What follows belongs to an exercise in optimizing a design on an open flow for small area, a short achievable clock period and few clock cycles per item; a production flow would make more cautious choices.
Power and IR drop assume default switching activity.

== lane 3 ==
==> flow/design.v (excerpt) <==
module tpe_fparse (
    input  wire         clk,
    input  wire         rst,
    input  wire         in_valid,
    input  wire [7:0]   in_data,
    input  wire         in_last,
    output wire         in_ready,
    output reg          out_valid,
    input  wire         out_ready,
    output reg          out_end,
    output wire [7:0]   out_kind,
    output reg          out_success,
    output reg  [31:0]  out_word,
    output wire [15:0]  out_period,
    output reg          out_flag,
    output reg  [103:0] out_temps,
    output reg  [15:0]  out_cursor
);
For scale: ~220 flip-flops, roughly 0.0093 mm^2 of cells after synthesis.
Settings: LEC_CHECK=0, ABC_CLOCK_PERIOD_IN_PS=2000, CAP_MARGIN=20, CORE_MARGIN=2, CORE_UTILIZATION=40, SETUP_SLACK_MARGIN=2.3, SLEW_MARGIN=20; clock period 4.5 ns.
run.sh (not shown) runs the stock make flow with config.mk's settings and CLKGATE_MAP_FILE= SYNTH_SCRIPT=/design/flow/synth_recipe.tcl, a recipe that flattens the netlist after the stock synthesis.
Lane 3 completed; timing, DRC and antenna clean
#### Input delta (lane 5 over lane 3)
==> flow/flow/run.sh (new file) <==
#!/bin/bash
# The standard layout, with plain buf_1 cells as the port buffers.
set -euo pipefail
export BUFFER_PORTS_ARGS="-buffer_cell sky130_fd_sc_hd__buf_1"
bash standard.sh > standard_flow.log 2>&1
==> flow/standard.sh (new file) <==
#!/bin/bash
# synth_recipe.tcl (not shown) runs the flow's synth.tcl, then flattens the netlist and writes it again
# the make line also repeats each setting of config.mk as NAME=value (left out here)
make -C /OpenROAD-flow-scripts/flow DESIGN_CONFIG=/design/flow/config.mk WORK_HOME=/design/flow/orfs CLKGATE_MAP_FILE= SYNTH_SCRIPT=/design/flow/synth_recipe.tcl "${@:-finish}"
removed: flow/run.sh
### Flow results
- Post-route minimum period was higher in the run labelled lane 3.
- Between lane 5 and lane 3, it is lane 5 whose met3 track demand over resource is lower, by 0.72 points.
- Of lane 3 and lane 5, lane 3 shows the lower share of cell area taken by multi-input logic gates, with lane 5 above it.
- Diff lane 3 -> lane 5: non-clock inverter instance count of the final layout fell 1, total power after layout lower.
No run of this note included a check of the RTL's function; only the layout flow was run.

========
before:
Another version of the RTL of tpe_fparse (not shown whole).
For scale: about 640 cells after synthesis, ~220 flip-flops, about 190 I/O pins.
Settings: LEC_CHECK=0, ABC_CLOCK_PERIOD_IN_PS=2000, CAP_MARGIN=20, CORE_MARGIN=2, CORE_UTILIZATION=40, CTS_CLUSTER_DIAMETER=100, CTS_CLUSTER_SIZE=28, SETUP_SLACK_MARGIN=2.3, SLEW_MARGIN=20; clock period 4.5 ns.
standard.sh (not shown) runs the stock make flow with config.mk's settings and CLKGATE_MAP_FILE= SYNTH_SCRIPT=/design/flow/synth_recipe.tcl, a recipe that flattens the netlist after the stock synthesis.
==> flow/flow/run.sh <==
#!/bin/bash
# The standard layout, with plain buf_1 cells as the port buffers.
set -euo pipefail
export BUFFER_PORTS_ARGS="-buffer_cell sky130_fd_sc_hd__buf_1"
bash standard.sh > standard_flow.log 2>&1
Inputs modified between before and after:
--- a/flow/config.mk
+++ b/flow/config.mk
@@ -14 +14 @@
-export SETUP_SLACK_MARGIN = 2.3
+export SETUP_SLACK_MARGIN = 2.45
### Flow results
- Between after and before, the number of flip-flops and latches does not differ in any meaningful way.
- zlen$_SDFF_PP0_ as the beginning of the critical path was reported by before, and out_cursor[1]$_SDFFCE_PN0P_ by after.
- Min highest attainable clock frequency across after and before: before
- Comparing after with before, the clock network contribution to total cell area came out essentially unchanged.
- Area of placed instances for after: 91 sq um up relative to before
- Compared with before, in after clock share of power went up; share of total power in combinational logic went up.
- Every stage of the flow completed for after, and the final layout passed the timing, DRC and antenna checks.
Function was not checked in any run of this note: the RTL went through the layout flow alone.

========
Setup of rev 12:
tpe_fparse, a different RTL version from the one above (not shown whole).
For scale: about 620 cells after synthesis, about 220 flip-flops, about 190 I/O pins, ~8800 um2 of cells after synthesis.
export LEC_CHECK = 0
export ABC_CLOCK_PERIOD_IN_PS = 1500
export CAP_MARGIN = 20
export CORE_MARGIN = 2
export CORE_UTILIZATION = 40
export SETUP_SLACK_MARGIN = 2.7
export SLEW_MARGIN = 20
create_clock -name core_clock -period 4.5 [get_ports {clk}]
Scripts as last shown in full above: flow/flow/run.sh
Rev 12: flow completed, timing, DRC and antenna clean
Setup changes, rev 12 to rev 13
- changing ABC_CLOCK_PERIOD_IN_PS from 1500 to 2000
- changing SETUP_SLACK_MARGIN from 2.7 to 2.3
[summary]
- Every run (rev 12 and rev 13) finished clean.
- Rev 13 ends up with a post-CTS repair timing setup buffer count that is 36 lower than in rev 12.
- Compared with rev 12, rev 13 shows hold slack higher by 0.023 ns.
- When rev 13 is set beside rev 12, its net switching power of the design turns out to be 0.000045 W smaller.
- Rev 12 → rev 13: number of antenna-violating nets in the routed design has remained practically unchanged; highest attainable clock frequency has increased.
- Run comparison: rev 12 origin of the worst setup path fidx[7]; rev 13 origin of the worst setup path fidx[8]
- As of rev 13, final area had fallen by a little under 10% compared to rev 12.
- Taking rev 12 as the reference, in rev 13 pin slew with the least headroom to its limit went up 0.071 ns, overall track demand over capacity in global routing went down 1.2 points, number of buffers inserted during clock tree synthesis held, core utilization went down 4.7 points, first-iteration DRC count went down about 23%.
Function was not checked in any run of this note: the RTL went through the layout flow alone.

[re-timing with driven ports]
No port has a modelled driver above. Below, the same layouts with a new extraction and two added sets of constraints.
Step 1 assumes that a clkbuf_16 drives the clock port and a buf_2 every other input.
Step 2 also shifts input and output timing later by t, the mid clock arrival at the registers, as if the neighbouring blocks saw the same clock.
Three values: ideal ports, drivers, drivers and shift; two values: the first two.
run | shift t [ns] | slack for setup (ns) | hold WS [ns] | latest minus earliest clock arrival (ns) | worst register clock-pin slew, ns
lane 3 | 0.560 | 1.786 / 1.738 / 1.715 | 0.462 / 0.462 / 0.462 | 0.009 / 0.009 | 0.06 / 0.06
lane 5 | 0.557 | 1.813 / 1.767 / 1.646 | 0.482 / 0.482 / 0.482 | 0.010 / 0.010 | 0.06 / 0.06
before | 0.514 | 2.236 / 2.236 / 1.966 | 0.443 / 0.443 / 0.443 | 0.019 / 0.018 | 0.11 / 0.11
after | 0.522 | 2.400 / 2.352 / 2.007 | 0.480 / 0.480 / 0.480 | 0.022 / 0.021 | 0.11 / 0.11
rev 12 | 0.553 | 2.184 / 2.184 / 1.814 | 0.436 / 0.436 / 0.436 | 0.020 / 0.020 | 0.07 / 0.07
rev 13 | 0.546 | 2.199 / 2.199 / 1.797 | 0.459 / 0.459 / 0.459 | 0.010 / 0.009 | 0.06 / 0.06
After both steps every run listed still meets setup and hold. The setup slack of rev 13, which loses most, moves by 0.000 ns with the drivers and by -0.402 ns with both steps.
